What follows belongs to an exercise in optimizing a design on an open flow for small area, a short achievable clock period and few clock cycles per item; a production flow would make more cautious choices. In this exercise RTL edits were held to simulation tests only and were not proved equivalent to the original. Power and IR drop assume default switching activity.

==> flow/design.v <==
module dsk_decoder (
    input  wire         clk,
    input  wire         rst,
    input  wire         in_valid,
    output wire         in_ready,
    input  wire [183:0] in_key,
    input  wire [4:0]   in_klen,
    output reg          out_valid,
    input  wire         out_ready,
    output reg          out_sign,
    output reg  [1:0]   out_class,
    output reg  [31:0]  out_exp,
    output reg  [5:0]   out_dcnt,
    output reg  [143:0] out_digits,
    output wire [2:0]   out_status,
    output wire [4:0]   out_detail
);
    reg         s0_v;
    reg [183:0] s0_key;
    reg [4:0]   s0_klen;
    reg         s1_v;
    reg         s1_e1;
    reg [3:0]   s1_det1;
    reg         s1_sign;
    reg [1:0]   s1_cls;
    reg         s1_d1;
    reg         s1_adjpos;
    reg [30:0]  s1_ep;
    reg [119:0] s1_dec;
    reg [3:0]   s1_g;
    reg [6:0]   s1_ke;
    reg         s1_e2;
    reg [3:0]   s1_det2;
    reg         s1_tail;
    wire         a_e1;
    wire [3:0]   a_det1;
    wire         a_sign;
    wire [1:0]   a_cls;
    wire         a_d1;
    wire         a_adjpos;
    wire [30:0]  a_ep;
    wire [119:0] a_dec;
    wire [3:0]   a_g;
    wire [6:0]   a_ke;
    wire         a_e2;
    wire [3:0]   a_det2;
    wire         a_tail;
    dsk_stage_a sa (
        .key(s0_key), .klen(s0_klen),
        .e1(a_e1), .det1(a_det1), .sign(a_sign), .cls(a_cls), .d1(a_d1),
        .adjpos(a_adjpos), .ep(a_ep), .dec(a_dec), .g(a_g), .ke(a_ke),
        .e2(a_e2), .det2(a_det2), .tail(a_tail)
    );
    wire         b_sign;
    wire [1:0]   b_cls;
    wire [31:0]  b_exp;
    wire [5:0]   b_dcnt;
    wire [143:0] b_digits;
    wire         b_status;
    wire [3:0]   b_detail;
    dsk_stage_b sb (
        .e1(s1_e1), .det1(s1_det1), .sign_in(s1_sign), .cls_in(s1_cls), .d1(s1_d1),
        .adjpos(s1_adjpos), .ep(s1_ep), .dec(s1_dec), .g(s1_g), .ke(s1_ke),
        .e2(s1_e2), .det2(s1_det2), .tail(s1_tail),
        .sign(b_sign), .cls(b_cls), .exp(b_exp), .dcnt(b_dcnt),
        .digits(b_digits), .status(b_status), .detail(b_detail)
    );
    reg         out_st;
    reg [3:0]   out_det;
    reg         sk_v;
    reg         sk_sign;
    reg [1:0]   sk_cls;
    reg [31:0]  sk_exp;
    reg [5:0]   sk_dcnt;
    reg [143:0] sk_digits;
    reg         sk_st;
    reg [3:0]   sk_det;
    assign out_status = {2'b00, out_st};
    assign out_detail = {1'b0, out_det};
    reg  ovn;                           
    reg  rdy;                           
    wire adv  = ~sk_v;                  
    assign in_ready = rdy;
    always @(posedge clk) begin
        if (adv) begin
            s0_key    <= in_key;
            s0_klen   <= in_klen;
            s1_e1     <= a_e1;
            s1_det1   <= a_det1;
            s1_sign   <= a_sign;
            s1_cls    <= a_cls;
            s1_d1     <= a_d1;
            s1_adjpos <= a_adjpos;
            s1_ep     <= a_ep;
            s1_dec    <= a_dec;
            s1_g      <= a_g;
            s1_ke     <= a_ke;
            s1_e2     <= a_e2;
            s1_det2   <= a_det2;
            s1_tail   <= a_tail;
            sk_sign   <= b_sign;
            sk_cls    <= b_cls;
            sk_exp    <= b_exp;
            sk_dcnt   <= b_dcnt;
            sk_digits <= b_digits;
            sk_st     <= b_status;
            sk_det    <= b_detail;
        end
        if (out_ready || ovn) begin
            out_sign   <= sk_v ? sk_sign   : b_sign;
            out_class  <= sk_v ? sk_cls    : b_cls;
            out_exp    <= sk_v ? sk_exp    : b_exp;
            out_dcnt   <= sk_v ? sk_dcnt   : b_dcnt;
            out_st     <= sk_v ? sk_st     : b_status;
            out_det    <= sk_v ? sk_det    : b_detail;
            out_digits[143:112] <= sk_v ? sk_digits[143:112] : b_digits[143:112];
        end
        if (out_ready || (ovn && !sk_v))
            out_digits[111:56] <= sk_v ? sk_digits[111:56] : b_digits[111:56];
        if (out_ready || (ovn && rdy))
            out_digits[55:0] <= sk_v ? sk_digits[55:0] : b_digits[55:0];
    end
    always @(posedge clk) begin
        if (rst) begin
            s0_v      <= 1'b0;
            s1_v      <= 1'b0;
            out_valid <= 1'b0;
            ovn       <= 1'b1;
            sk_v      <= 1'b0;
            rdy       <= 1'b1;
        end else if (sk_v) begin
            if (out_ready) begin
                sk_v <= 1'b0;
                rdy  <= 1'b1;
            end
        end else begin
            s0_v <= in_valid;
            s1_v <= s0_v;
            if (ovn || out_ready) begin
                out_valid <= s1_v;
                ovn       <= ~s1_v;
            end
            else begin
                sk_v <= s1_v;
                rdy  <= ~s1_v;
            end
        end
    end
endmodule
module dsk_add3 (
    input  wire [3:0] i,
    output wire [3:0] o
);
    wire ge5 = i[3] | (i[2] & (i[1] | i[0]));
    assign o[3] = ge5;
    assign o[2] = (~ge5 & i[2]) | (i[3] & i[0]);
    assign o[1] = (~ge5 & i[1]) | (i[2] & i[1] & i[0]) | (i[3] & ~i[0]);
    assign o[0] = i[0] ^ ge5;
endmodule
module dsk_bcd10 (
    input  wire [9:0]  v,
    output wire [11:0] d
);
    wire [3:0] a1, a2, a3, a4, a5, a6, a7;
    wire [3:0] b1, b2, b3, b4;
    dsk_add3 c1 (.i({1'b0, v[9:7]}),  .o(a1));
    dsk_add3 c2 (.i({a1[2:0], v[6]}), .o(a2));
    dsk_add3 c3 (.i({a2[2:0], v[5]}), .o(a3));
    dsk_add3 c4 (.i({a3[2:0], v[4]}), .o(a4));
    dsk_add3 c5 (.i({a4[2:0], v[3]}), .o(a5));
    dsk_add3 c6 (.i({a5[2:0], v[2]}), .o(a6));
    dsk_add3 c7 (.i({a6[2:0], v[1]}), .o(a7));
    dsk_add3 t1 (.i({1'b0, a1[3], a2[3], a3[3]}), .o(b1));
    dsk_add3 t2 (.i({b1[2:0], a4[3]}), .o(b2));
    dsk_add3 t3 (.i({b2[2:0], a5[3]}), .o(b3));
    dsk_add3 t4 (.i({b3[2:0], a6[3]}), .o(b4));
    assign d[3:0]  = {a7[2:0], v[0]};
    assign d[7:4]  = {b4[2:0], a7[3]};
    assign d[11:8] = {b1[3], b2[3], b3[3], b4[3]};
endmodule
module dsk_stage_a (
    input  wire [183:0] key,
    input  wire [4:0]   klen,
    output wire         e1,         
    output wire [3:0]   det1,
    output wire         sign,
    output wire [1:0]   cls,
    output wire         d1,         
    output wire         adjpos,     
    output wire [30:0]  ep,         
    output wire [119:0] dec,        
    output wire [3:0]   g,          
    output reg  [6:0]   ke,         
    output wire         e2,         
    output wire [3:0]   det2,
    output wire         tail        
);
    integer i, j;
    genvar gk;
    wire [7:0] b0   = key[183:176];
    wire       tbit = key[180];
    wire [29:0] rb;                
    generate
        for (gk = 0; gk < 30; gk = gk + 1) begin : g_rb
            assign rb[gk] = key[179 - gk];
        end
    endgenerate
    reg [30:0] po, pz;             
    reg [29:0] o1, o2, o4, o8, z1, z2, z4, z8;
    always @* begin
        for (i = 0; i < 30; i = i + 1) begin o1[i] = rb[i]; z1[i] = ~rb[i]; end
        for (i = 0; i < 30; i = i + 1) begin
            o2[i] = (i >= 1) ? o1[i] & o1[i - 1] : o1[i];
            z2[i] = (i >= 1) ? z1[i] & z1[i - 1] : z1[i];
        end
        for (i = 0; i < 30; i = i + 1) begin
            o4[i] = (i >= 2) ? o2[i] & o2[i - 2] : o2[i];
            z4[i] = (i >= 2) ? z2[i] & z2[i - 2] : z2[i];
        end
        for (i = 0; i < 30; i = i + 1) begin
            o8[i] = (i >= 4) ? o4[i] & o4[i - 4] : o4[i];
            z8[i] = (i >= 4) ? z4[i] & z4[i - 4] : z4[i];
        end
        po[0] = 1'b1; pz[0] = 1'b1;
        for (i = 0; i < 30; i = i + 1) begin
            po[i + 1] = (i >= 8) ? o8[i] & o8[i - 8] : o8[i];
            pz[i + 1] = (i >= 8) ? z8[i] & z8[i - 8] : z8[i];
        end
        for (i = 16; i < 30; i = i + 1) begin
            po[i + 1] = po[i + 1] & po[i - 15];
            pz[i + 1] = pz[i + 1] & pz[i - 15];
        end
    end
    wire [30:0] pre;               
    wire [29:0] ft;                
    generate
        for (gk = 0; gk < 31; gk = gk + 1) begin : g_pre
            assign pre[gk] = tbit ? po[gk] : pz[gk];
        end
        for (gk = 0; gk < 30; gk = gk + 1) begin : g_ft
            assign ft[gk] = tbit ? (po[gk] & ~rb[gk]) : (pz[gk] & rb[gk]);
        end
    endgenerate
    reg [4:0] u;                   
    reg [4:0] uc;                  
    reg [5:0] uq;                  
    reg [4:0] ur;                  
    always @* begin
        u = 5'd0;
        uq = 6'd0;
        ur = 5'd0;
        for (i = 0; i < 30; i = i + 1) begin
            u = u | ({5{ft[i]}} & i[4:0]);
            uq[i / 5] = uq[i / 5] | ft[i];
            ur[i % 5] = ur[i % 5] | ft[i];
        end
        uc = 5'd0;
        for (i = 1; i <= 30; i = i + 1)
            uc = uc | ({5{pre[i] & ((i == 30) ? 1'b1 : ~pre[i + 1])}} & i[4:0]);
    end
    reg [22:0] lsel;               
    always @* begin
        for (i = 0; i < 23; i = i + 1)
            lsel[i] = (klen == i + 1);
    end
    wire L0   = (klen == 5'd0);
    wire L1   = lsel[0];
    wire Lbig = (klen > 5'd23);
    wire run_trunc = (lsel[1] & pre[12]) | (lsel[2] & pre[20]) | (lsel[3] & pre[28]);
    wire run_long  = pre[30];
    reg [4:0] qa;
    reg [4:0] ra;                  
    always @* begin
        qa = 5'd0;
        ra = 5'd0;
        for (i = 2; i < 24; i = i + 1)
            if (klen == i) begin
                qa = (4 * i - 3) / 5;
                ra[(4 * i - 3) % 5] = 1'b1;
            end
    end
    reg borrow;
    reg [4:0] r5;                  
    always @* begin
        borrow = 1'b0;
        r5 = 5'd0;
        for (i = 0; i < 5; i = i + 1)
            for (j = 0; j < 5; j = j + 1) begin
                if (i < j) borrow = borrow | (ra[i] & ur[j]);
                r5[(i - j + 5) % 5] = r5[(i - j + 5) % 5] | (ra[i] & ur[j]);
            end
    end
    reg [5:0] gq0 [0:5];
    reg [5:0] gq1 [0:5];
    reg [5:0] gsel;
    always @* begin
        gsel = 6'd0;
        for (i = 0; i < 6; i = i + 1) begin
            gq0[i] = {1'b0, qa} - i;
            gq1[i] = {1'b0, qa} - i - 1;
            gsel = gsel | ({6{uq[i]}} & (borrow ? gq1[i] : gq0[i]));
        end
    end
    wire pay_trunc = gsel[5];
    wire g_zero    = (gsel == 6'd0);
    wire g_many    = (gsel[4:0] > 5'd12);
    assign g = gsel[3:0];
    wire [207:0] z = {28'd0, key[179:0]};
    wire [179:0] s4;
    wire [163:0] s3;
    wire [155:0] s2;
    wire [151:0] s1;
    wire [149:0] xv;
    generate
        for (gk = 0; gk < 180; gk = gk + 1) begin : a4
            wire sel = (gk < 90) ? u[4] : uc[4];
            if (gk + 32 <= 207)
                assign s4[179 - gk] = sel ? z[207 - gk - 32] : z[207 - gk];
            else
                assign s4[179 - gk] = ~sel & z[207 - gk];
        end
        for (gk = 0; gk < 164; gk = gk + 1) begin : a3
            wire sel = (gk < 82) ? u[3] : uc[3];
            assign s3[163 - gk] = sel ? s4[179 - gk - 16] : s4[179 - gk];
        end
        for (gk = 0; gk < 156; gk = gk + 1) begin : a2
            wire sel = (gk < 78) ? u[2] : uc[2];
            assign s2[155 - gk] = sel ? s3[163 - gk - 8] : s3[163 - gk];
        end
        for (gk = 0; gk < 152; gk = gk + 1) begin : a1
            wire sel = (gk < 76) ? u[1] : uc[1];
            assign s1[151 - gk] = sel ? s2[155 - gk - 4] : s2[155 - gk];
        end
        for (gk = 0; gk < 150; gk = gk + 1) begin : a0
            assign xv[149 - gk] = u[0] ? s1[151 - gk - 2] : s1[151 - gk];
        end
    endgenerate
    assign dec = xv[119:0];
    assign ep[0] = xv[120] ^ ~tbit;
    generate
        for (gk = 1; gk < 31; gk = gk + 1) begin : g_ep
            if (gk < 30)
                assign ep[gk] = (pre[gk] & (xv[120 + gk] ^ ~tbit)) | ft[gk - 1];
            else
                assign ep[gk] = ft[gk - 1];
        end
    endgenerate
    assign adjpos = key[183] ~^ tbit;
    always @* begin
        ke = 7'd0;
        for (i = 1; i <= 12; i = i + 1)
            if (gsel[3:0] == i) ke = adjpos ? (7'd0 - 3 * i - 1) : (7'd4 - 3 * i);
    end
    reg [2:0] lastp;               
    always @* begin
        lastp = 3'd0;
        for (i = 0; i < 23; i = i + 1)
            lastp = lastp | ({3{lsel[i]}} & {|key[181 - 8*i -: 2], |key[179 - 8*i -: 2], |key[177 - 8*i -: 2]});
    end
    assign tail = (~r5[0] & lastp[0]) | ((r5[2] | r5[3] | r5[4]) & lastp[1]) |
                  ((r5[3] | r5[4]) & lastp[2]);
    reg       r_e1;
    reg [3:0] r_det1;
    reg       r_sign;
    reg [1:0] r_cls;
    reg       r_d1;
    always @* begin
        r_e1   = 1'b1;
        r_det1 = 4'd0;
        r_sign = 1'b0;
        r_cls  = 2'd0;
        r_d1   = 1'b0;
        if (L0)
            r_det1 = 4'd1;
        else if (Lbig)
            r_det1 = 4'd14;
        else if (L1) begin
            case (b0)
                8'h00: begin r_sign = 1'b1; r_cls = 2'd1; end
                8'h40: begin r_sign = 1'b1; r_d1 = 1'b1; end
                8'h80: begin r_d1 = 1'b1; end
                8'hC0: begin r_cls = 2'd1; end
                8'hE0: begin r_cls = 2'd2; end
                default: r_det1 = 4'd2;
            endcase
        end
        else if (b0[6])
            r_det1 = 4'd3;
        else if (b0[5])
            r_det1 = 4'd4;
        else if (b0[7:2] == 6'b100011 || b0[7:2] == 6'b000100)
            r_det1 = 4'd5;
        else if (run_trunc)
            r_det1 = 4'd6;
        else if (run_long)
            r_det1 = 4'd7;
        else if (pay_trunc)
            r_det1 = 4'd6;
        else begin
            r_e1   = 1'b0;
            r_sign = ~key[183];
        end
    end
    assign e1   = r_e1;
    assign det1 = r_det1;
    assign sign = r_sign;
    assign cls  = r_cls;
    assign d1   = r_d1;
    assign e2   = g_zero | g_many | r5[4];
    assign det2 = g_zero ? 4'd6 : g_many ? 4'd9 : 4'd10;
endmodule
module dsk_stage_b (
    input  wire         e1,
    input  wire [3:0]   det1,
    input  wire         sign_in,
    input  wire [1:0]   cls_in,
    input  wire         d1,
    input  wire         adjpos,
    input  wire [30:0]  ep,
    input  wire [119:0] dec,
    input  wire [3:0]   g,
    input  wire [6:0]   ke,
    input  wire         e2,
    input  wire [3:0]   det2,
    input  wire         tail,
    output wire         sign,
    output wire [1:0]   cls,
    output wire [31:0]  exp,
    output wire [5:0]   dcnt,
    output wire [143:0] digits,
    output wire         status,
    output wire [3:0]   detail
);
    integer i;
    genvar gk;
    wire neg = sign_in;            
    reg [11:0] gvalid, glast;
    always @* begin
        for (i = 0; i < 12; i = i + 1) begin
            gvalid[i] = (g > i);
            glast[i]  = (g == i + 1);
        end
    end
    localparam [28:0] EREM = 29'd463129089;
    reg lo_gt, lo_eq;
    always @* begin
        lo_gt = 1'b0;
        lo_eq = 1'b1;
        for (i = 28; i >= 0; i = i - 1) begin
            if (!EREM[i]) lo_gt = lo_gt | (lo_eq & ep[i]);
            lo_eq = lo_eq & (ep[i] == EREM[i]);
        end
    end
    wire exp_large = ep[30] | (ep[29] & lo_gt);
    wire [5:0]  g3 = {g, 1'b0} + {2'b0, g};
    wire [31:0] xe = adjpos ? {1'b0, ep} : ~{1'b0, ep};
    wire [7:0]  lo = {1'b0, xe[6:0]} + {1'b0, ke};
    wire [24:0] xh = xe[31:7];
    reg  [24:0] pa1, pa2, pa4, pa8, pa16, pz1, pz2, pz4, pz8, pz16;
    reg  [24:0] allone, allzero;   
    always @* begin
        for (i = 0; i < 25; i = i + 1) begin pa1[i] = xh[i]; pz1[i] = ~xh[i]; end
        for (i = 0; i < 25; i = i + 1) begin
            pa2[i] = (i >= 1) ? pa1[i] & pa1[i - 1] : pa1[i];
            pz2[i] = (i >= 1) ? pz1[i] & pz1[i - 1] : pz1[i];
        end
        for (i = 0; i < 25; i = i + 1) begin
            pa4[i] = (i >= 2) ? pa2[i] & pa2[i - 2] : pa2[i];
            pz4[i] = (i >= 2) ? pz2[i] & pz2[i - 2] : pz2[i];
        end
        for (i = 0; i < 25; i = i + 1) begin
            pa8[i] = (i >= 4) ? pa4[i] & pa4[i - 4] : pa4[i];
            pz8[i] = (i >= 4) ? pz4[i] & pz4[i - 4] : pz4[i];
        end
        for (i = 0; i < 25; i = i + 1) begin
            pa16[i] = (i >= 8) ? pa8[i] & pa8[i - 8] : pa8[i];
            pz16[i] = (i >= 8) ? pz8[i] & pz8[i - 8] : pz8[i];
        end
        allone[0] = 1'b1; allzero[0] = 1'b1;
        for (i = 1; i < 25; i = i + 1) begin
            allone[i]  = (i >= 17) ? pa16[i - 1] & pa16[i - 17] : pa16[i - 1];
            allzero[i] = (i >= 17) ? pz16[i - 1] & pz16[i - 17] : pz16[i - 1];
        end
    end
    reg [24:0] hi;
    always @* begin
        for (i = 0; i < 25; i = i + 1)
            hi[i] = xh[i] ^ (ke[6] ? (~lo[7] & allzero[i]) : (lo[7] & allone[i]));
    end
    wire [31:0] fexp = {hi, lo[6:0]};
    reg [9:0] v [0:11];
    always @* begin
        for (i = 0; i < 12; i = i + 1)
            v[i] = dec[119 - 10*i -: 10];
    end
    reg bad_declet, zero_last;
    always @* begin
        bad_declet = 1'b0;
        zero_last  = 1'b0;
        for (i = 0; i < 12; i = i + 1) begin
            bad_declet = bad_declet | (gvalid[i] & (&v[i][9:5]) & (v[i][4] | v[i][3]));
            zero_last  = zero_last | (glast[i] & ~(|v[i]));
        end
    end
    localparam [9:0] C99 = 10'd99, C899 = 10'd899, C900 = 10'd900;
    reg gt99, gt899, gt900, eq99, eq899, eq900;
    always @* begin
        gt99 = 1'b0; gt899 = 1'b0; gt900 = 1'b0;
        eq99 = 1'b1; eq899 = 1'b1; eq900 = 1'b1;
        for (i = 9; i >= 0; i = i - 1) begin
            if (!C99[i])  gt99  = gt99  | (eq99  & v[0][i]);
            if (!C899[i]) gt899 = gt899 | (eq899 & v[0][i]);
            if (!C900[i]) gt900 = gt900 | (eq900 & v[0][i]);
            eq99  = eq99  & (v[0][i] == C99[i]);
            eq899 = eq899 & (v[0][i] == C899[i]);
            eq900 = eq900 & (v[0][i] == C900[i]);
        end
    end
    wire lead_bad = neg ? (glast[0] ? gt900 : gt899) : ~gt99;
    wire ok = ~e1 & ~exp_large & ~e2 & ~bad_declet & ~tail & ~zero_last & ~lead_bad;
    wire [143:0] fd;
    generate
        for (gk = 0; gk < 12; gk = gk + 1) begin : g_dig
            wire [9:0]  w = neg ? (10'd999 - v[gk] + {9'd0, glast[gk]}) : v[gk];
            wire [11:0] bd;
            dsk_bcd10 u_bcd (.v(w), .d(bd));
            wire en = gvalid[gk] & ok;
            assign fd[12*gk + 3 -: 4]  = {4{en}} & bd[11:8];
            assign fd[12*gk + 7 -: 4]  = {4{en}} & bd[7:4];
            assign fd[12*gk + 11 -: 4] = {4{en}} & bd[3:0];
        end
    endgenerate
    reg [3:0] r_det;
    always @* begin
        if (e1)               r_det = det1;
        else if (exp_large)   r_det = 4'd8;
        else if (e2)          r_det = det2;
        else if (bad_declet)  r_det = 4'd11;
        else if (tail)        r_det = 4'd10;
        else if (zero_last)   r_det = 4'd12;
        else if (lead_bad)    r_det = 4'd13;
        else                  r_det = 4'd0;
    end
    assign detail = r_det;
    assign status = (r_det != 4'd0);
    assign sign   = (e1 | ok) & sign_in;
    assign cls    = cls_in;
    assign exp    = {32{ok}} & fexp;
    assign dcnt   = ok ? g3 : {5'd0, d1};
    assign digits = fd;
endmodule
==> flow/flow/run.sh <==
#!/bin/bash
# The standard layout (the standard.sh, standard synthesis included), with
# plain buffers on the ports instead of the default port buffer cell.
set -euo pipefail
bash standard.sh "BUFFER_PORTS_ARGS=-buffer_cell sky130_fd_sc_hd__buf_1" finish > standard_flow.log 2>&1
==> flow/standard.sh <==
#!/bin/bash
# synth_recipe.tcl (not shown) runs the flow's synth.tcl, then flattens the netlist and writes it again
# the make line also repeats each setting of config.mk as NAME=value (left out here)
make -C /OpenROAD-flow-scripts/flow DESIGN_CONFIG=/design/flow/config.mk WORK_HOME=/design/flow/orfs CLKGATE_MAP_FILE= SYNTH_SCRIPT=/design/flow/synth_recipe.tcl "${@:-finish}"
==> flow/config.mk <==
export PLATFORM = sky130hd
export DESIGN_NAME = dsk_decoder
export DESIGN_NICKNAME = dsk_decoder
export VERILOG_FILES = /design/flow/design.v
export SDC_FILE = /design/flow/constraint.sdc
export NUM_CORES = 8
export LEC_CHECK = 0
export ABC_AREA = 1
export CAP_MARGIN = 60
export CORE_MARGIN = 2
export CORE_UTILIZATION = 60
export CTS_BUF_LIST = sky130_fd_sc_hd__clkbuf_16
export CTS_CLUSTER_DIAMETER = 80
export CTS_CLUSTER_SIZE = 30
export PLACE_DENSITY = 0.7
export SLEW_MARGIN = 60
==> flow/constraint.sdc <==
create_clock -name core_clock -period 25.0 [get_ports {clk}]
set_input_delay 5.0000 -clock core_clock [delete_from_list [all_inputs] [get_ports {clk}]]
set_output_delay 5.0000 -clock core_clock [all_outputs]
set_load 0.01 [all_outputs]
==> results_tabular.tex, run 1 <==
\begin{tabular}{lr}
\hline
Metric & Value \\
\hline
\multicolumn{2}{l}{\textbf{Outcome}} \\
\quad Status & finished clean \\
\multicolumn{2}{l}{\textbf{Placed design}} \\
\quad PortBufs & between 300 and 400 \\
\quad Worst slack at placement & between 15000 and 20000 ps \\
\quad Placed wire-length estimate after detailed placement & $\sim$130000 µm \\
\quad Global placer's final weighted congestion & about 1.1 \\
\multicolumn{2}{l}{\textbf{Clocking}} \\
\quad Count of buffers added by post-CTS timing repair for setup & 0 \\
\quad Quantity of hold-fixing buffers added after cts & 0 \\
\quad Clock root cell & sky130\_fd\_sc\_hd\_\_clkbuf\_16 \\
\quad Total number of clock tree sinks & about 750 \\
\quad Clk pin slew, worst setup/hold paths & 100 ps \\
\quad Worst-case clock buffer depth & 3 \\
\quad CTS resizes & 0 \\
\quad Clock network latency to the later pin of the worst-skew pair & between 600 and 700 ps \\
\quad CTS tree & done \\
\quad Clock H-tree levels & 2 \\
\quad Cts bufs inserted & 37 \\
\multicolumn{2}{l}{\textbf{STA}} \\
\quad Final max-slew violation count & 0 \\
\quad Fin Clk Skew & 33.78 ps \\
\quad Final number of setup-violating endpoints & 0 \\
\quad Summed negative setup slack over all endpoints & 0 ps \\
\quad F\_max & roughly 0.16 GHz \\
\quad Tmin final & between 6000 and 7000 ps \\
\quad Share of the cycle needed by the critical path after routing & 0.2500 \\
\quad Transition at the pin with the smallest max-transition slack & slightly above 600 ps \\
\quad Setup repair after global routing missed its margin & no \\
\quad Final hold slack & 465.7 ps \\
\quad Worst slew margin relative to its limit & 0.5872 \\
\quad Worst Setup Slack, final & 18750 ps \\
\quad Final hold violation count & 0 \\
\multicolumn{2}{l}{\textbf{Layout}} \\
\quad Fraction of layout instances using a drive strength above 1 & 0.04567 \\
\quad Synth-to-Final Area Change & 7.497\% \\
\quad Fill count & $\sim$7600 \\
\quad Net count of the finished layout & between 7000 and 8000 \\
\quad Inserted Diodes & 0 \\
\quad Share of the core filled with cells in the final layout & 0.6527 \\
\multicolumn{2}{l}{\textbf{Power}} \\
\quad Switching power total & 2.989 mW \\
\quad Max VDD drop & slightly above 0.09 mV \\
\quad Sequential share of power & 0.279 \\
\quad Cell internal pwr & between 2 and 3 mW \\
\quad Overall power after layout & slightly below 6 mW \\
\quad Part of the total power dissipated in combinational logic & 0.596 \\
\quad Relative contribution of the clock network to total power & 0.125 \\
\quad Cell leakage power & about 27 nW \\
\quad Pwr per Cell Area & 101.6 mW/mm² \\
\quad Switching power as a share of total power & 0.5187 \\
\multicolumn{2}{l}{\textbf{GRT}} \\
\quad Antenna violations before repair & 1 \\
\quad Wire length of the first global-routing pass & 258000 µm \\
\quad Total global routing overflow & 0 \\
\quad Global-route total usage across every layer & 0.3659 \\
\quad Largest net degree at the start of global routing & $\sim$140 \\
\quad Vias in the first global route & about 46000 \\
\multicolumn{2}{l}{\textbf{Die}} \\
\quad Die outline area & 0.09032 mm² \\
\quad Horizontal die dimension & around 300 µm \\
\quad Number of top-level pins & a little under 400 \\
\quad Die height & 300.5 µm \\
\quad Initial core utilization & 0.6072 \\
\quad Placeable core area & slightly below 0.09 mm² \\
\quad Number of placement rows & between 100 and 150 \\
\multicolumn{2}{l}{\textbf{Setup path}} \\
\quad Start of the worst register-to-register path & s0\_key[178] \\
\quad Cell with the biggest individual delay on the critical path & sky130\_fd\_sc\_hd\_\_edfxtp\_1 \\
\quad Critical Path Source Type & flip-flop \\
\quad Cell family with the largest share of critical-path delay & flip-flops \\
\quad Data required time of the worst path & $\sim$20000 ps \\
\quad Number of buffers and inverters on the critical path & 1 \\
\quad Total number of cells along the worst setup path & 1 \\
\quad Endpoint class of the critical path & output port \\
\quad CP peak stage delay & between 400 and 500 ps \\
\quad Crit path kind & reg2out \\
\quad Critical Path AT & 1250 ps \\
\quad Cells on worst reg2reg path & 25 \\
\quad Critical path launch point & out\_digits[111] \\
\quad Maximum fanout count along the critical path & 1 \\
\quad Chain of cells forming the critical path & buf\_1 \\
\multicolumn{2}{l}{\textbf{Route}} \\
\quad Count of nets left with antenna violations after detail routing & 0 \\
\quad Violation count after the first detailed-routing iteration & 5463 \\
\quad Average via count per standard cell & roughly 5.8 \\
\quad Via count & a little over 50000 \\
\quad DRC violations left & 0 \\
\quad Routed wire length & 169600 µm \\
\quad Pre-Repair DR Iteration Count & 8 \\
\quad Post-DR wirelength/cell & between 15 and 20 µm \\
\multicolumn{2}{l}{\textbf{Synthesis}} \\
\quad Async set-or-reset flop fraction in the synthesized netlist & 0 \\
\quad Dominant register cell in the synthesized netlist & sky130\_fd\_sc\_hd\_\_edfxtp\_1 \\
\quad Area of the mapped netlist & roughly 0.053 mm² \\
\quad Netlist cell types & 77 \\
\quad Number of enable flip-flop cells after synthesis & around 700 \\
\quad Ys Warns & 6 \\
\quad Flip-flop and latch count after synthesis & between 700 and 800 \\
\quad Post-synthesis cell count & $\sim$7300 \\
\quad Synthesized area per cell & just over 7 µm² \\
\quad Proportion of synthesized chip area in sequential cells & 0.4187 \\
\multicolumn{2}{l}{\textbf{Hold path}} \\
\quad Depth of the worst hold-timing path & 2 \\
\quad Min-delay worst type & reg2reg \\
\quad Worst hold start & sk\_exp[31] \\
\multicolumn{2}{l}{\textbf{Run}} \\
\quad Maximum Capacitance Violations & 0 \\
\hline
\end{tabular}
## cell families after synthesis
family	Yosys count	share of synthesized area
other	1	0.00007108
buffers and inverters	1201	0.08974
xor gates and xnor gates	151	0.02535
adders and majority gates	62	0.01499
and+or+nand+nor	3823	0.3052
AOI/OAI and AO/OA	1158	0.1189
DFF	753	0.4187
muxes	142	0.02701
## cells in the mapped netlist (all sizes together), types with 20 or more instances
library cell	instances	area [µm²]
nor4	35	225.2
nand4	95	594.3
edfxtp	701	21050
nand2	2514	9543
dfxtp	52	1041
nand3	555	2875
o211ai	39	292.8
xor2	132	1164
clkbuf	115	431.7
a31oi	32	200.2
inv	963	3615
or2	39	244.0
mux2i	142	1425
a211oi	20	150.1
a21oi	151	778.3
nor2	466	1888
nor3	87	503.0
ha	60	750.7
buf	115	643.1
o21ai	843	4253
## flip-flops by register name (all words and copies together) (netlist names), 2 cells and up
name        flops
s0_key        184
s1_dec        120
sk_digits     144
out_dcnt        6
sk_dcnt         6
sk_cls          2
sk_det          4
s0_klen         5
out_exp        32
s1_ep          31
s1_det2         4
s1_ke           7
s1_det1         4
sk_exp         32
s1_g            4
s1_cls          2
out_det         4
out_class       2
out_digits    144
## per-layer routing
metal | track usage | wire (µm)
met5 | 0 | 9
met4 | 0.1861 | 10110
met3 | 0.04856 | 13460
met2 | 0.5917 | 76650
met1 | 0.4839 | 69370
## layout by cell type, fill, tap and decap left out, types with 30 or more instances in the layout
master and count:
sky130_fd_sc_hd__nor4_1 30, sky130_fd_sc_hd__o211ai_1 39, sky130_fd_sc_hd__buf_1 384, sky130_fd_sc_hd__a31oi_1 32, sky130_fd_sc_hd__nand2_2 35, sky130_fd_sc_hd__nand3_1 536
sky130_fd_sc_hd__inv_2 52, sky130_fd_sc_hd__o21ai_0 479, sky130_fd_sc_hd__ha_1 60, sky130_fd_sc_hd__a21oi_1 144, sky130_fd_sc_hd__o21ai_1 353, sky130_fd_sc_hd__mux2i_1 141
sky130_fd_sc_hd__nand4_1 95, sky130_fd_sc_hd__clkbuf_16 37, sky130_fd_sc_hd__dfxtp_1 51, sky130_fd_sc_hd__edfxtp_1 701, sky130_fd_sc_hd__xor2_1 127, sky130_fd_sc_hd__nor3_1 70
sky130_fd_sc_hd__nor2_1 421, sky130_fd_sc_hd__inv_1 911, sky130_fd_sc_hd__nand2_1 2476
## per-stage QoR
step	instance area, µm²	std cells
floorplan	52760	7293
finish	56710	8709
global route	56710	8709
detailed placement	55320	8642
CTS	56550	8705
global placement	54910	8636
## tightest hold or removal path, stage by stage (launching register included)
cell	delay [ps]
sky130_fd_sc_hd__dfxtp_1	320
sky130_fd_sc_hd__nand2_1	60
sky130_fd_sc_hd__nand2_1	50
## layout make-up
cell class	count	area (µm²)	share of cell area
well taps	1155	1445	0.02548
flip-flops and latches	753	22090	0.3896
clock buffers	37	925.9	0.01633
repair buffers	430	2054	0.03623
clock inverters	26	297.8	0.005251
multi-input cells	5339	26210	0.4621
inverters	969	3685	0.06497
## power groups by stage
stage | clock network [mW] | registers [mW] | logic, mW
2_1_floorplan | 0 | 1.57 | 2.63
3_3_place_gp | 0 | 1.63 | 3.15
3_5_place_dp | 0 | 1.63 | 3.33
4_1_cts | 0.729 | 1.60 | 3.35
5_1_grt | 0.768 | 1.61 | 3.91
6_report | 0.721 | 1.61 | 3.44
## final timing paths
path / slack, ps / end
worst min-delay path: 470 / sk_exp[31]
worst max-delay path: 18750 / out_digits[111]
worst min register to register: 470 / sk_exp[31]
worst max register to register: 19060 / s1_ep[7]
Testbench counts, summed over its fixed seeds: cycles 16,024, items 16,000.
==> run 2, diff against run 1 <==
--- a/flow/config.mk
+++ b/flow/config.mk
@@ -14,3 +14,3 @@
 export CTS_CLUSTER_SIZE = 30
 export PLACE_DENSITY = 0.7
-export SLEW_MARGIN = 60
+export SLEW_MARGIN = 70
==> run 2 against run 1 <==
Effect of this change: synthesized cell count unchanged; utilization increased by 1.4 points; sequential share of layout area decreased by 0.79 points; largest power group unchanged.
==> results_tabular.tex, run 2 <==
\begin{tabular}{lr}
\hline
Metric & Value \\
\hline
\multicolumn{2}{l}{\textbf{Power}} \\
\quad Cell leakage power & 27.41 nW (+1.7\%) \\
\quad Max VDD drop & 0.09859 mV (+6.7\%) \\
\quad Relative contribution of the clock network to total power & 0.131 (+0.006) \\
\quad Pwr per Cell Area & 100.9 mW/mm² (-0.66\%) \\
\quad Cell internal pwr & 2.830 mW (+2.0\%) \\
\quad Sequential share of power & 0.274 (-0.005) \\
\quad Part of the total power dissipated in combinational logic & 0.595 (about the same) \\
\quad Switching power total & 3.013 mW (+0.81\%) \\
\quad Switching power as a share of total power & 0.5157 (-0.003030) \\
\multicolumn{2}{l}{\textbf{STA}} \\
\quad Final hold violation count & 0 (unchanged) \\
\quad Transition at the pin with the smallest max-transition slack & 495.8 ps (-116.9 ps) \\
\quad Share of the cycle needed by the critical path after routing & 0.2522 (+0.002256) \\
\quad F\_max & 0.1586 GHz (-0.89\%) \\
\quad Worst slew margin relative to its limit & 0.6600 (+0.07278) \\
\quad Setup repair after global routing missed its margin & no \\
\quad Tmin final & 6306 ps (+56.40 ps) \\
\quad Summed negative setup slack over all endpoints & 0 ps (unchanged) \\
\quad Fin Clk Skew & 36.26 ps (+2.476 ps) \\
\quad Final max-slew violation count & 0 (unchanged) \\
\quad Final number of setup-violating endpoints & 0 (unchanged) \\
\multicolumn{2}{l}{\textbf{Route}} \\
\quad Average via count per standard cell & 5.789 (-0.19\%) \\
\quad Via count & 50620 (+0.22\%) \\
\quad Count of nets left with antenna violations after detail routing & 0 (unchanged) \\
\quad Violation count after the first detailed-routing iteration & 5259 (-3.7\%) \\
\quad Pre-Repair DR Iteration Count & 9 (+1) \\
\quad DRC violations left & 0 (unchanged) \\
\quad Routed wire length & 169900 µm (+0.16\%) \\
\quad Post-DR wirelength/cell & 19.43 µm (-0.25\%) \\
\multicolumn{2}{l}{\textbf{Synthesis}} \\
\quad Proportion of synthesized chip area in sequential cells & 0.4187 (unchanged) \\
\quad Area share of the largest cell type after synthesis & 0.3990 (unchanged) \\
\quad Flip-flop and latch count after synthesis & 753 (unchanged) \\
\quad Top cells by count, synth & 2479 x sky130\_fd\_sc\_hd\_\_nand2\_1, 910 x sky130\_fd\_sc\_hd\_\_inv\_1, 701 x sky130\_fd\_sc\_hd\_\_edfxtp\_1 \\
\quad Synthesized area per cell & 7.236 µm² (unchanged) \\
\quad Area of the mapped netlist & 0.05276 mm² (unchanged) \\
\quad Netlist cell types & 77 (unchanged) \\
\quad Dominant cell by count in the synthesized netlist & sky130\_fd\_sc\_hd\_\_nand2\_1 \\
\quad Cell types with the largest area share after synthesis & sky130\_fd\_sc\_hd\_\_edfxtp\_1 40\%, sky130\_fd\_sc\_hd\_\_nand2\_1 18\%, sky130\_fd\_sc\_hd\_\_inv\_1 6.5\% \\
\quad Async set-or-reset flop fraction in the synthesized netlist & 0 (unchanged) \\
\quad Post-synthesis cell count & 7291 (unchanged) \\
\quad Ys Warns & 6 (unchanged) \\
\quad Dominant register cell in the synthesized netlist & sky130\_fd\_sc\_hd\_\_edfxtp\_1 \\
\quad Number of enable flip-flop cells after synthesis & 701 (unchanged) \\
\quad Leading area contributor after synthesis & sky130\_fd\_sc\_hd\_\_edfxtp\_1 \\
\multicolumn{2}{l}{\textbf{GRT}} \\
\quad Largest net degree at the start of global routing & 88 (-35\%) \\
\quad Total global routing overflow & 0 (unchanged) \\
\quad Global-route total usage across every layer & 0.3672 (+0.001318) \\
\quad Vias in the first global route & 46210 (+0.10\%) \\
\quad Antenna violations before repair & 2 (+1) \\
\quad Wire length of the first global-routing pass & 257900 µm (about the same) \\
\multicolumn{2}{l}{\textbf{Die}} \\
\quad Number of placement rows & 108 (unchanged) \\
\quad Number of top-level pins & 388 (unchanged) \\
\quad Horizontal die dimension & 300.5 µm (unchanged) \\
\quad Initial core utilization & 0.6072 (unchanged) \\
\quad Placeable core area & 0.08689 mm² (unchanged) \\
\quad Die outline area & 0.09032 mm² (unchanged) \\
\quad Die height & 300.5 µm (unchanged) \\
\multicolumn{2}{l}{\textbf{Clocking}} \\
\quad Count of buffers added by post-CTS timing repair for setup & 0 (unchanged) \\
\quad Clk pin slew, worst setup/hold paths & 110 ps (about the same) \\
\quad Cts bufs inserted & 38 (+2.7\%) \\
\quad Total number of clock tree sinks & 753 (unchanged) \\
\quad CTS tree & done \\
\quad Quantity of hold-fixing buffers added after cts & 0 (unchanged) \\
\quad Clock root cell & sky130\_fd\_sc\_hd\_\_clkbuf\_16 \\
\quad Worst-case clock buffer depth & 3 (unchanged) \\
\quad Clock H-tree levels & 2 (unchanged) \\
\quad Clock network latency to the later pin of the worst-skew pair & 640 ps (about the same) \\
\quad CTS resizes & 0 (unchanged) \\
\multicolumn{2}{l}{\textbf{Layout}} \\
\quad Max reg flops & 184 (unchanged) \\
\quad Synth-to-Final Area Change & 9.724\% \\
\quad Share of the core filled with cells in the final layout & 0.6662 (+0.01352) \\
\quad Leading cell types in the layout, fill and taps excluded & 2473 x sky130\_fd\_sc\_hd\_\_nand2\_1, 909 x sky130\_fd\_sc\_hd\_\_inv\_1, 701 x sky130\_fd\_sc\_hd\_\_edfxtp\_1 \\
\quad Inserted Diodes & 0 (unchanged) \\
\quad Most common cell after layout, fill and taps aside & sky130\_fd\_sc\_hd\_\_nand2\_1 \\
\quad Largest registers & s0\_key (184), out\_digits (144), sk\_digits (144) \\
\quad Register name with the most flops & s0\_key \\
\quad Net count of the finished layout & 7820 (+0.45\%) \\
\quad Fraction of layout instances using a drive strength above 1 & 0.06074 (+0.01507) \\
\multicolumn{2}{l}{\textbf{Setup path}} \\
\quad CP peak stage delay & 490 ps (+20 ps) \\
\quad Endpoint class of the critical path & output port \\
\quad Crit path kind & reg2out \\
\quad Number of buffers and inverters on the critical path & 1 (unchanged) \\
\quad Cell with the biggest individual delay on the critical path & sky130\_fd\_sc\_hd\_\_edfxtp\_1 \\
\quad Data required time of the worst path & 20000 ps (about the same) \\
\quad Start of the worst register-to-register path & s0\_key[178] \\
\quad Critical Path Source Type & flip-flop \\
\quad Maximum fanout count along the critical path & 1 (unchanged) \\
\quad Cell family with the largest share of critical-path delay & flip-flops \\
\quad Critical path launch point & out\_digits[111] \\
\quad Chain of cells forming the critical path & buf\_1 \\
\quad Critical Path AT & 1310 ps (+60 ps) \\
\multicolumn{2}{l}{\textbf{Outcome}} \\
\quad Status & finished clean \\
\multicolumn{2}{l}{\textbf{Placed design}} \\
\quad Placed wire-length estimate after detailed placement & 135700 µm (+1.0\%) \\
\quad PortBufs & 384 (unchanged) \\
\quad Global placer's final weighted congestion & 1.100 (unchanged) \\
\multicolumn{2}{l}{\textbf{Hold path}} \\
\quad Min-delay worst type & reg2reg \\
\quad Worst hold start & sk\_exp[31] \\
\multicolumn{2}{l}{\textbf{Run}} \\
\quad Maximum Capacitance Violations & 0 (unchanged) \\
\hline
\end{tabular}
==> run 2: stage by stage <==
| stage | instance area (µm²) | std cells | worst slack [ps] | power [mW] | hold WS, ps |
|---|---|---|---|---|---|
| final | 57890 | 8745 | 18690 | 5.844 | 464.2 |
| after detailed placement | 56060 | 8667 | 18420 | 4.984 | 442.7 |
| after global routing | 57890 | 8745 | 18680 | 6.370 | 490.9 |
| after CTS | 57400 | 8732 | 18690 | 5.749 | 469.5 |
| after global placement | 54910 | 8636 | 18180 | 4.774 | 434.4 |
| after floorplan | 52760 | 7293 | 9309 | 4.200 | 418.4 |
==> run 2: final cells by class <==
cell class / count / area, µm²
fill: 7469 / 29000
multi-input combinational: 5339 / 26710
sequential: 753 / 22090
inverter: 969 / 3695
timing repair buffer: 464 / 2601
tap: 1155 / 1445
clock buffer: 41 / 1026
clock inverter: 24 / 319.1
==> run 2: power groups by stage <==
stage          registers, mW  clock network [mW]  logic [mW]
3_5_place_dp            1.63                   0        3.36
2_1_floorplan           1.57                   0        2.63
6_report                1.60               0.766        3.47
4_1_cts                 1.60               0.776        3.38
5_1_grt                 1.61               0.812        3.95
3_3_place_gp            1.63                   0        3.15
==> run 2: worst paths after layout <==
path / slack [ps] / end / cells past startpoint
worst min-delay path: 460 / sk_exp[31] / 2
worst max-delay path: 18690 / out_digits[111] / 1
worst max register to register: 19410 / s1_ep[7] / 26
worst min register to register: 460 / sk_exp[31] / 2
==> run 2: logic make-up (layout without fill, tap and decap cells) <==
kind of cell,after synthesis,in the layout,synth area share
and+or+nand+nor,3823,3823,0.3052
buffers and inverters,1201,1498,0.08974
AOI/OAI and AO/OA,1158,1158,0.1189
DFF,753,753,0.4187
xor gates and xnor gates,151,151,0.02535
muxes,142,142,0.02701
adders and majority gates,62,62,0.01499
other,1,3,0.00007108
==> run 2: tightest hold or removal path, stage by stage, from the launching register on <==
cell                      delay (ps)
sky130_fd_sc_hd__dfxtp_1         320
sky130_fd_sc_hd__nand2_1          50
sky130_fd_sc_hd__nand2_1          60
==> run 2: layer usage <==
layer | routed length [µm] | track usage | share of wire | vias up
met2 | 77630 | 0.5964 | 0.46 | 2336
met4 | 9928 | 0.1888 | 0.058 | 2
li1 | - | - | - | 24600
met3 | 13380 | 0.04805 | 0.079 | 425
met1 | 68930 | 0.4830 | 0.41 | 23260
met5 | 11 | 0 | 0.000065 | -
==> run 3, diff against run 2 <==
--- a/flow/config.mk
+++ b/flow/config.mk
@@ -14,3 +14,3 @@
 export CTS_CLUSTER_SIZE = 30
 export PLACE_DENSITY = 0.7
-export SLEW_MARGIN = 70
+export SLEW_MARGIN = 50
==> run 3 against run 2 <==
Effect of this change: area after synthesis stayed put; critical path type unchanged; still clean on timing, DRC and antenna; first-iteration DRC count is 6.8% higher; final area is 1.1% lower; sequential cell count stayed put; fmax is 0.91% higher; sequential power hardly changed; hold slack better by 12 ps; routed wire length hardly changed; synthesized cell count stayed put; combinational power hardly changed; global-route usage is 0.11 points lower; register-to-register slack worse by 210 ps.
==> results_tabular.tex, run 3 <==
\begin{tabular}{lr}
\hline
Metric & Value \\
\hline
\multicolumn{2}{l}{\textbf{Die}} \\
\quad Initial core utilization & 0.6072 (unchanged) \\
\quad Die height & 300.5 µm (unchanged) \\
\quad Die outline area & 0.09032 mm² (unchanged) \\
\quad Number of top-level pins & 388 (unchanged) \\
\quad Number of placement rows & 108 (unchanged) \\
\quad Horizontal die dimension & 300.5 µm (unchanged) \\
\quad Placeable core area & 0.08689 mm² (unchanged) \\
\multicolumn{2}{l}{\textbf{Route}} \\
\quad Violation count after the first detailed-routing iteration & 5619 (+6.8\%) \\
\quad Routed wire length & 170000 µm (about the same) \\
\quad Average via count per standard cell & 5.786 (about the same) \\
\quad DRC violations left & 0 (unchanged) \\
\quad Via count & 50790 (+0.34\%) \\
\quad Pre-Repair DR Iteration Count & 8 (-1) \\
\quad Count of nets left with antenna violations after detail routing & 0 (unchanged) \\
\quad Post-DR wirelength/cell & 19.36 µm (-0.32\%) \\
\multicolumn{2}{l}{\textbf{GRT}} \\
\quad Largest net degree at the start of global routing & 97 (+10\%) \\
\quad Antenna violations before repair & 1 (-1) \\
\quad Wire length of the first global-routing pass & 258100 µm (about the same) \\
\quad Total global routing overflow & 0 (unchanged) \\
\quad Vias in the first global route & 46490 (+0.60\%) \\
\quad Global-route total usage across every layer & 0.3662 (-0.001062) \\
\multicolumn{2}{l}{\textbf{Clocking}} \\
\quad Cts bufs inserted & 37 (-2.6\%) \\
\quad Quantity of hold-fixing buffers added after cts & 0 (unchanged) \\
\quad Worst-case clock buffer depth & 3 (unchanged) \\
\quad Count of buffers added by post-CTS timing repair for setup & 0 (unchanged) \\
\quad Clock root cell & sky130\_fd\_sc\_hd\_\_clkbuf\_16 \\
\quad Clk pin slew, worst setup/hold paths & 100 ps (about the same) \\
\quad CTS resizes & 0 (unchanged) \\
\quad Clock network latency to the later pin of the worst-skew pair & 630 ps (about the same) \\
\quad CTS tree & done \\
\quad Total number of clock tree sinks & 753 (unchanged) \\
\quad Clock H-tree levels & 2 (unchanged) \\
\multicolumn{2}{l}{\textbf{Placed design}} \\
\quad Placed wire-length estimate after detailed placement & 136000 µm (+0.23\%) \\
\quad Worst slack at placement & 18190 ps (-231.1 ps) \\
\quad Global placer's final weighted congestion & 1.100 (unchanged) \\
\quad PortBufs & 384 (unchanged) \\
\quad Placed Instance Area & 0.05575 mm² (-0.55\%) \\
\multicolumn{2}{l}{\textbf{Setup path}} \\
\quad Cell with the biggest individual delay on the critical path & sky130\_fd\_sc\_hd\_\_edfxtp\_1 \\
\quad Endpoint class of the critical path & output port \\
\quad Cell family with the largest share of critical-path delay & flip-flops \\
\quad Maximum fanout count along the critical path & 1 (unchanged) \\
\quad Crit path kind & reg2out \\
\quad Cells on worst reg2reg path & 23 (-12\%) \\
\quad Critical Path Source Type & flip-flop \\
\quad CP peak stage delay & 470 ps (-20 ps) \\
\quad Critical Path AT & 1250 ps (-60 ps) \\
\quad Reg-to-Reg End & s1\_ep[7] \\
\quad Worst setup slack for register-to-register paths & 19200 ps (-210 ps) \\
\quad Data required time of the worst path & 20000 ps (about the same) \\
\quad Number of buffers and inverters on the critical path & 1 (unchanged) \\
\quad Start of the worst register-to-register path & s0\_key[179] \\
\quad Chain of cells forming the critical path & buf\_1 \\
\multicolumn{2}{l}{\textbf{Synthesis}} \\
\quad Post-synthesis cell count & 7291 (unchanged) \\
\quad Number of enable flip-flop cells after synthesis & 701 (unchanged) \\
\quad Synthesized area per cell & 7.236 µm² (unchanged) \\
\quad Flip-flop and latch count after synthesis & 753 (unchanged) \\
\quad Cell types with the largest area share after synthesis & sky130\_fd\_sc\_hd\_\_edfxtp\_1 40\%, sky130\_fd\_sc\_hd\_\_nand2\_1 18\%, sky130\_fd\_sc\_hd\_\_inv\_1 6.5\% \\
\quad Proportion of synthesized chip area in sequential cells & 0.4187 (unchanged) \\
\quad Dominant register cell in the synthesized netlist & sky130\_fd\_sc\_hd\_\_edfxtp\_1 \\
\quad Async set-or-reset flop fraction in the synthesized netlist & 0 (unchanged) \\
\quad Top cells by count, synth & 2479 x sky130\_fd\_sc\_hd\_\_nand2\_1, 910 x sky130\_fd\_sc\_hd\_\_inv\_1, 701 x sky130\_fd\_sc\_hd\_\_edfxtp\_1 \\
\quad Leading area contributor after synthesis & sky130\_fd\_sc\_hd\_\_edfxtp\_1 \\
\quad Ys Warns & 6 (unchanged) \\
\quad Netlist cell types & 77 (unchanged) \\
\quad Dominant cell by count in the synthesized netlist & sky130\_fd\_sc\_hd\_\_nand2\_1 \\
\quad Area of the mapped netlist & 0.05276 mm² (unchanged) \\
\quad Area share of the largest cell type after synthesis & 0.3990 (unchanged) \\
\multicolumn{2}{l}{\textbf{Power}} \\
\quad Cell leakage power & 27.34 nW (-0.25\%) \\
\quad Overall power after layout & 5.782 mW (-1.1\%) \\
\quad Max VDD drop & 0.1051 mV (+6.6\%) \\
\quad Pwr per Cell Area & 101.0 mW/mm² (about the same) \\
\multicolumn{2}{l}{\textbf{Layout}} \\
\quad Net count of the finished layout & 7853 (+0.42\%) \\
\quad Register name with the most flops & s0\_key \\
\quad Most common cell after layout, fill and taps aside & sky130\_fd\_sc\_hd\_\_nand2\_1 \\
\quad Leading cell types in the layout, fill and taps excluded & 2478 x sky130\_fd\_sc\_hd\_\_nand2\_1, 912 x sky130\_fd\_sc\_hd\_\_inv\_1, 701 x sky130\_fd\_sc\_hd\_\_edfxtp\_1 \\
\quad Largest registers & s0\_key (184), out\_digits (144), sk\_digits (144) \\
\quad Final instance area & 0.05725 mm² (-1.1\%) \\
\quad Synth-to-Final Area Change & 8.526\% \\
\quad Max reg flops & 184 (unchanged) \\
\quad Fraction of layout instances using a drive strength above 1 & 0.04881 (-0.01193) \\
\multicolumn{2}{l}{\textbf{STA}} \\
\quad Final hold violation count & 0 (unchanged) \\
\quad Final number of setup-violating endpoints & 0 (unchanged) \\
\quad Summed negative setup slack over all endpoints & 0 ps (unchanged) \\
\quad Fin Clk Skew & 42.98 ps (+6.726 ps) \\
\quad Worst Setup Slack, final & 18750 ps (+57.20 ps) \\
\quad Tmin final & 6248 ps (-57.20 ps) \\
\quad Transition at the pin with the smallest max-transition slack & 686.5 ps (+190.7 ps) \\
\quad Share of the cycle needed by the critical path after routing & 0.2499 (-0.002288) \\
\quad Setup repair after global routing missed its margin & no \\
\quad Worst slew margin relative to its limit & 0.5424 (-0.1177) \\
\quad Final hold slack & 476.3 ps (+12.13 ps) \\
\quad F\_max & 0.1600 GHz (+0.91\%) \\
\quad Final max-slew violation count & 0 (unchanged) \\
\multicolumn{2}{l}{\textbf{Hold path}} \\
\quad Worst hold start & sk\_exp[28] \\
\quad WHS Endpoint & sk\_exp[28] \\
\quad Depth of the worst hold-timing path & 2 (unchanged) \\
\quad Min-delay worst type & reg2reg \\
\multicolumn{2}{l}{\textbf{Outcome}} \\
\quad Status & finished clean \\
\multicolumn{2}{l}{\textbf{Run}} \\
\quad Maximum Capacitance Violations & 0 (unchanged) \\
\hline
\end{tabular}
## run 3: cell types whose count changed in the layout (fill, tap and decap cells not counted), sizes merged, moves of 2 or more
cell           delta
buf              +21
clkdlybuf4s15     +4
clkbuf            +3
dlymetal6s2s      +2
## run 3: cell type report
class                      count  area [µm²]
fill                        7618       29630
clock buffer                  38       950.9
clock inverter                25       285.3
inverter                     969        3666
sequential                   753       22090
antenna                        1       2.502
multi-input combinational   5339       26040
timing repair buffer         498        2773
tap                         1155        1445
## run 3: per-layer routing
layer / share of wire / GRT usage
met1: 0.41 / 0.4833
met2: 0.46 / 0.5989
met3: 0.079 / 0.04719
met4: 0.056 / 0.1762
met5: 0.000076 / 0
## run 3: cells by family (layout without fill, tap and decap cells)
kind of cell / count (synthesis) / in the layout / synth area share
AO/OA/AOI/OAI: 1158 / 1158 / 0.1189
XOR/XNOR: 151 / 151 / 0.02535
adder cells (fa/ha/maj): 62 / 62 / 0.01499
buffers and inverters: 1201 / 1530 / 0.08974
flip-flops: 753 / 753 / 0.4187
multiplexers: 142 / 142 / 0.02701
other: 1 / 4 / 0.00007108
AND/OR/NAND/NOR: 3823 / 3823 / 0.3052
## run 3: worst max-delay path by stage
stage / startpoint / cells past startpoint / to
after floorplan: sk_v / 4 / s0_key[0]
after global placement: out_ready / 4 / out_exp[8]
after detailed placement: out_ready / 4 / out_exp[8]
after CTS: out_digits[111] / 1 / out_digits[111]
after global routing: out_ready / 5 / out_exp[14]
final: out_digits[111] / 1 / out_digits[111]
## run 3: report_power, final
part           internal (mW)  leakage [nW]  total [mW]  switching, mW
Sequential              1.49          8.42        1.60          0.116
Combinational           1.01          18.3        3.45           2.44
Clock                  0.298         0.620       0.729          0.430
## run 3: worst reg2reg max path, stage by stage (launching register included)
cell and delay (ps):
sky130_fd_sc_hd__edfxtp_1 510, sky130_fd_sc_hd__nor2_2 580, sky130_fd_sc_hd__nand2_1 170, sky130_fd_sc_hd__nor2_2 260
sky130_fd_sc_hd__nand4_1 340, sky130_fd_sc_hd__nor2_2 260, sky130_fd_sc_hd__nand2_1 90, sky130_fd_sc_hd__o21ai_1 210
sky130_fd_sc_hd__inv_1 140, sky130_fd_sc_hd__nand2_1 160, sky130_fd_sc_hd__nor3_2 120, sky130_fd_sc_hd__nand2_1 110
sky130_fd_sc_hd__buf_4 400, sky130_fd_sc_hd__inv_2 350, sky130_fd_sc_hd__buf_4 310, sky130_fd_sc_hd__o21ai_0 280
sky130_fd_sc_hd__nand2_1 80, sky130_fd_sc_hd__o21ai_1 170, sky130_fd_sc_hd__nand2_1 80, sky130_fd_sc_hd__o21ai_1 120
sky130_fd_sc_hd__nand2_1 80, sky130_fd_sc_hd__o21ai_1 240, sky130_fd_sc_hd__xor2_1 290, sky130_fd_sc_hd__o21ai_1 180
## run 3: stage by stage
stage	std cells	util
after floorplan	7293	-
after global placement	8636	0.6319
after detailed placement	8692	0.6416
after CTS	8755	0.6558
after global routing	8777	0.6589
final	8778	0.6589
==> run 4, diff against run 3 <==
--- a/flow/config.mk
+++ b/flow/config.mk
@@ -7,5 +7,5 @@
 export LEC_CHECK = 0
 export ABC_AREA = 1
-export CAP_MARGIN = 60
+export CAP_MARGIN = 40
 export CORE_MARGIN = 2
 export CORE_UTILIZATION = 60
@@ -14,3 +14,3 @@
 export CTS_CLUSTER_SIZE = 30
 export PLACE_DENSITY = 0.7
-export SLEW_MARGIN = 50
+export SLEW_MARGIN = 40
==> run 4 against run 3 <==
Effect of this change: clock-buffer cell count increased by 1; still clean on timing, DRC and antenna; register-to-register slack got worse by 480 ps; non-clock buffer count decreased by 75; area after synthesis unchanged; utilization decreased by 1.1 points; cell count decreased by 0.85%; combinational power about the same; clock power increased by 2%; routed wire length decreased by 0.68%; first-iteration DRC count decreased by 4.7%; synthesized cell count unchanged; final area decreased by 1.7%; highest routed layer unchanged; critical path type is now reg2reg.
==> results_tabular.tex, run 4 <==
\begin{tabular}{lr}
\hline
Metric & Value \\
\hline
\multicolumn{2}{l}{\textbf{Outcome}} \\
\quad Status & finished clean \\
\multicolumn{2}{l}{\textbf{Synthesis}} \\
\quad Top cells by count, synth & 2479 x sky130\_fd\_sc\_hd\_\_nand2\_1, 910 x sky130\_fd\_sc\_hd\_\_inv\_1, 701 x sky130\_fd\_sc\_hd\_\_edfxtp\_1 \\
\quad Dominant register cell in the synthesized netlist & sky130\_fd\_sc\_hd\_\_edfxtp\_1 \\
\quad Proportion of synthesized chip area in sequential cells & 0.4187 (unchanged) \\
\quad Dominant cell by count in the synthesized netlist & sky130\_fd\_sc\_hd\_\_nand2\_1 \\
\quad Flip-flop and latch count after synthesis & 753 (unchanged) \\
\quad Async set-or-reset flop fraction in the synthesized netlist & 0 (unchanged) \\
\quad Synthesized area per cell & 7.236 µm² (unchanged) \\
\quad Cell types with the largest area share after synthesis & sky130\_fd\_sc\_hd\_\_edfxtp\_1 40\%, sky130\_fd\_sc\_hd\_\_nand2\_1 18\%, sky130\_fd\_sc\_hd\_\_inv\_1 6.5\% \\
\quad Area share of the largest cell type after synthesis & 0.3990 (unchanged) \\
\quad Netlist cell types & 77 (unchanged) \\
\quad Ys Warns & 6 (unchanged) \\
\quad Area of the mapped netlist & 0.05276 mm² (unchanged) \\
\quad Post-synthesis cell count & 7291 (unchanged) \\
\quad Leading area contributor after synthesis & sky130\_fd\_sc\_hd\_\_edfxtp\_1 \\
\quad Number of enable flip-flop cells after synthesis & 701 (unchanged) \\
\multicolumn{2}{l}{\textbf{Power}} \\
\quad Cell internal pwr & 2.790 mW (-0.18\%) \\
\quad Relative contribution of the clock network to total power & 0.128 (+0.002) \\
\quad Sequential share of power & 0.279 (about the same) \\
\quad Cell leakage power & 26.81 nW (-1.9\%) \\
\quad Switching power as a share of total power & 0.5160 (-0.0006473) \\
\quad Pwr per Cell Area & 102.4 mW/mm² (+1.4\%) \\
\quad Max VDD drop & 0.08399 mV (-20\%) \\
\quad Switching power total & 2.974 mW (-0.44\%) \\
\quad Part of the total power dissipated in combinational logic & 0.593 (-0.003) \\
\multicolumn{2}{l}{\textbf{Placed design}} \\
\quad Number of placed instances with taps included & 8639 (-0.61\%) \\
\quad PortBufs & 384 (unchanged) \\
\quad Placed wire-length estimate after detailed placement & 133500 µm (-1.8\%) \\
\quad Global placer's final weighted congestion & 1.100 (unchanged) \\
\multicolumn{2}{l}{\textbf{GRT}} \\
\quad GRT met3 Usage & 0.04740 (+0.0002165) \\
\quad Met1 track demand over resource in global routing & 0.4856 (+0.002375) \\
\quad Largest net degree at the start of global routing & 136 (+40\%) \\
\quad Grt peak-use layer & met2 \\
\quad Vias in the first global route & 45890 (-1.3\%) \\
\quad Wire length of the first global-routing pass & 257300 µm (-0.32\%) \\
\quad Global-route total usage across every layer & 0.3663 (about the same) \\
\quad Antenna violations before repair & 1 (unchanged) \\
\quad Met2 layer usage reported by global route & 0.5936 (-0.005267) \\
\quad Total global routing overflow & 0 (unchanged) \\
\multicolumn{2}{l}{\textbf{Setup path}} \\
\quad Endpoint class of the critical path & flip-flop \\
\quad Critical Path Source Type & flip-flop \\
\quad Crit path kind & reg2reg \\
\quad CP peak stage delay & 510 ps (+40 ps) \\
\quad Data required time of the worst path & 25360 ps (+5360 ps) \\
\quad Maximum fanout count along the critical path & 84 (+83) \\
\quad Cell family with the largest share of critical-path delay & buffers and inverters \\
\quad Critical Path Most Common Cell & sky130\_fd\_sc\_hd\_\_nand2\_1 \\
\quad Critical Path AT & 6640 ps (+5390 ps) \\
\quad Number of buffers and inverters on the critical path & 10 (+9) \\
\quad Cell with the biggest individual delay on the critical path & sky130\_fd\_sc\_hd\_\_buf\_4 \\
\multicolumn{2}{l}{\textbf{Die}} \\
\quad Horizontal die dimension & 300.5 µm (unchanged) \\
\quad Initial core utilization & 0.6072 (unchanged) \\
\quad Number of placement rows & 108 (unchanged) \\
\quad Placeable core area & 0.08689 mm² (unchanged) \\
\quad Number of top-level pins & 388 (unchanged) \\
\quad Die height & 300.5 µm (unchanged) \\
\quad Die outline area & 0.09032 mm² (unchanged) \\
\multicolumn{2}{l}{\textbf{Route}} \\
\quad Routed wire length & 168800 µm (-0.68\%) \\
\quad Via count & 50400 (-0.77\%) \\
\quad Post-DR wirelength/cell & 19.40 µm (+0.18\%) \\
\quad Pre-Repair DR Iteration Count & 9 (+1) \\
\quad Count of nets left with antenna violations after detail routing & 0 (unchanged) \\
\quad Violation count after the first detailed-routing iteration & 5353 (-4.7\%) \\
\quad DRC violations left & 0 (unchanged) \\
\quad Average via count per standard cell & 5.791 (about the same) \\
\multicolumn{2}{l}{\textbf{Clocking}} \\
\quad Clk pin slew, worst setup/hold paths & 110 ps (about the same) \\
\quad Clock root cell & sky130\_fd\_sc\_hd\_\_clkbuf\_16 \\
\quad Worst-case clock buffer depth & 3 (unchanged) \\
\quad Clock network latency to the later pin of the worst-skew pair & 630 ps (about the same) \\
\quad CTS resizes & 0 (unchanged) \\
\quad CTS tree & done \\
\quad Cts bufs inserted & 37 (unchanged) \\
\quad Quantity of hold-fixing buffers added after cts & 0 (unchanged) \\
\quad Count of buffers added by post-CTS timing repair for setup & 0 (unchanged) \\
\quad Clock H-tree levels & 2 (unchanged) \\
\quad Total number of clock tree sinks & 753 (unchanged) \\
\multicolumn{2}{l}{\textbf{STA}} \\
\quad F\_max & 0.1592 GHz (-0.51\%) \\
\quad Worst slew margin relative to its limit & 0.3647 (-0.1777) \\
\quad Setup repair after global routing missed its margin & no \\
\quad Final max-slew violation count & 0 (unchanged) \\
\quad Summed negative setup slack over all endpoints & 0 ps (unchanged) \\
\quad Share of the cycle needed by the critical path after routing & 0.2512 (+0.001268) \\
\quad Final number of setup-violating endpoints & 0 (unchanged) \\
\quad Transition at the pin with the smallest max-transition slack & 949.5 ps (+263.1 ps) \\
\quad Tmin final & 6280 ps (+31.70 ps) \\
\quad Fin Clk Skew & 47.35 ps (+4.372 ps) \\
\quad Final hold violation count & 0 (unchanged) \\
\multicolumn{2}{l}{\textbf{Layout}} \\
\quad Max reg flops & 184 (unchanged) \\
\quad Most common cell after layout, fill and taps aside & sky130\_fd\_sc\_hd\_\_nand2\_1 \\
\quad Inserted Diodes & 0 (-1) \\
\quad Net count of the finished layout & 7778 (-0.96\%) \\
\quad Fraction of layout instances using a drive strength above 1 & 0.04001 (-0.008795) \\
\quad Register name with the most flops & s0\_key \\
\quad Fin cells & 8703 (-0.85\%) \\
\quad Largest registers & s0\_key (184), out\_digits (144), sk\_digits (144) \\
\quad Leading cell types in the layout, fill and taps excluded & 2478 x sky130\_fd\_sc\_hd\_\_nand2\_1, 912 x sky130\_fd\_sc\_hd\_\_inv\_1, 701 x sky130\_fd\_sc\_hd\_\_edfxtp\_1 \\
\quad Synth-to-Final Area Change & 6.712\% \\
\multicolumn{2}{l}{\textbf{Hold path}} \\
\quad Min-delay worst type & reg2reg \\
\multicolumn{2}{l}{\textbf{Run}} \\
\quad Maximum Capacitance Violations & 0 (unchanged) \\
\hline
\end{tabular}
[run 4: final cells by class]
| type | instances | area, µm² |
|---|---|---|
| Clock buffer | 39 | 975.9 |
| Clock inverter | 25 | 304.0 |
| Fill cell | 7662 | 30590 |
| Inverter | 969 | 3661 |
| Multi-Input combinational cell | 5339 | 26020 |
| Sequential cell | 753 | 22090 |
| Tap cell | 1155 | 1445 |
| Timing Repair Buffer | 423 | 1800 |
[run 4: metrics by stage]
step / hold WS, ps / instance area, µm² / total power, mW / worst slack, ps / util
detailed placement: 441.1 / 54990 / 4.948 / 18080 / 0.6329
global placement: 434.4 / 54910 / 4.774 / 18180 / 0.6319
global route: 493.7 / 56300 / 6.294 / 18210 / 0.6479
finish: 466.2 / 56300 / 5.764 / 18720 / 0.6479
floorplan: 418.4 / 52760 / 4.200 / 9309 / -
CTS: 468.1 / 56270 / 5.688 / 18640 / 0.6476
[run 4: final timing paths]
check,from,endpoint,slack [ps],cells past startpoint
min reg2reg,sk_exp[31],sk_exp[31],470,2
max reg2reg,s0_key[180],s1_dec[56],18720,27
min,sk_exp[31],sk_exp[31],470,2
max,s0_key[180],s1_dec[56],18720,27
[run 4: worst register-to-register path, stage by stage, from the launching register on]
cell                       delay (ps)
sky130_fd_sc_hd__edfxtp_1         340
sky130_fd_sc_hd__buf_4            510
sky130_fd_sc_hd__inv_2            350
sky130_fd_sc_hd__nor2_2           250
sky130_fd_sc_hd__nand2_1          150
sky130_fd_sc_hd__nand2_1          140
sky130_fd_sc_hd__inv_2             70
sky130_fd_sc_hd__nor3_4           210
sky130_fd_sc_hd__nor2_1           130
sky130_fd_sc_hd__nand2_1          120
sky130_fd_sc_hd__nand2_1           80
sky130_fd_sc_hd__nor2_1            90
sky130_fd_sc_hd__inv_1             90
sky130_fd_sc_hd__nor4_2           160
sky130_fd_sc_hd__nand3_1          180
sky130_fd_sc_hd__nor3_4           140
sky130_fd_sc_hd__buf_4            510
sky130_fd_sc_hd__inv_2            100
sky130_fd_sc_hd__buf_4            370
sky130_fd_sc_hd__nor2_4           200
sky130_fd_sc_hd__buf_6            510
sky130_fd_sc_hd__inv_2            540
sky130_fd_sc_hd__o21ai_0          370
sky130_fd_sc_hd__nand2_1           70
sky130_fd_sc_hd__o21ai_0           90
sky130_fd_sc_hd__inv_1             70
sky130_fd_sc_hd__nand2_1           50
sky130_fd_sc_hd__o21ai_0          100
[run 4: layer usage]
metal / up-vias / share of wire
met5: - / 0.000077
met4: 2 / 0.058
met3: 407 / 0.080
met2: 2285 / 0.45
met1: 23230 / 0.41
li1: 24480 / -
[run 4: cell families after synthesis]
family	synth area share
AO/OA/AOI/OAI	0.1189
other	0.00007108
XOR/XNOR	0.02535
adder cells (fa/ha/maj)	0.01499
flip-flops	0.4187
AND/OR/NAND/NOR	0.3052
multiplexers	0.02701
buffers and inverters	0.08974
[run 4: power groups by stage]
stage / Clock [mW] / Sequential, mW / Combinational, mW
after floorplan: 0 / 1.57 / 2.63
after global placement: 0 / 1.63 / 3.15
after detailed placement: 0 / 1.63 / 3.32
after CTS: 0.748 / 1.60 / 3.34
after global routing: 0.789 / 1.61 / 3.89
final: 0.740 / 1.61 / 3.42

-- static timing again, ports no longer ideal --
The results above use ideal ports. As a check the final layouts listed here were re-extracted and re-timed, cells and wires unchanged.
Step 1 (the two cells are an assumption about what drives the block):
set clk [get_ports {clk}]
set_driving_cell -lib_cell sky130_fd_sc_hd__clkbuf_16 $clk
set_driving_cell -lib_cell sky130_fd_sc_hd__buf_2 [delete_from_list [all_inputs] $clk]
Step 2, shift: input delay + t, output delay - t, t = (earliest + latest rising clock arrival at the registers) / 2. This alone moves slack from input paths to output paths.
a / b / c = ideal / step 1 / step 2; a / b = the first two.
| run | t, ns | setup slack, ns | worst setup path after step 2 | pins driven straight from the clock port |
|---|---|---|---|---|
| run 1 | 0.681 | 18.751 / 18.681 / 18.309 | input to register | 1 |
| run 2 | 0.698 | 18.694 / 18.621 / 18.325 | input to register | 1 |
| run 3 | 0.677 | 18.752 / 18.681 / 18.122 | input to register | 1 |
| run 4 | 0.681 | 18.720 / 18.652 / 18.080 | input to register | 1 |
After both steps every run listed still meets setup and hold. For run 4, which loses most, drivers alone change the setup slack by -0.068 ns; drivers and shift together by -0.640 ns.
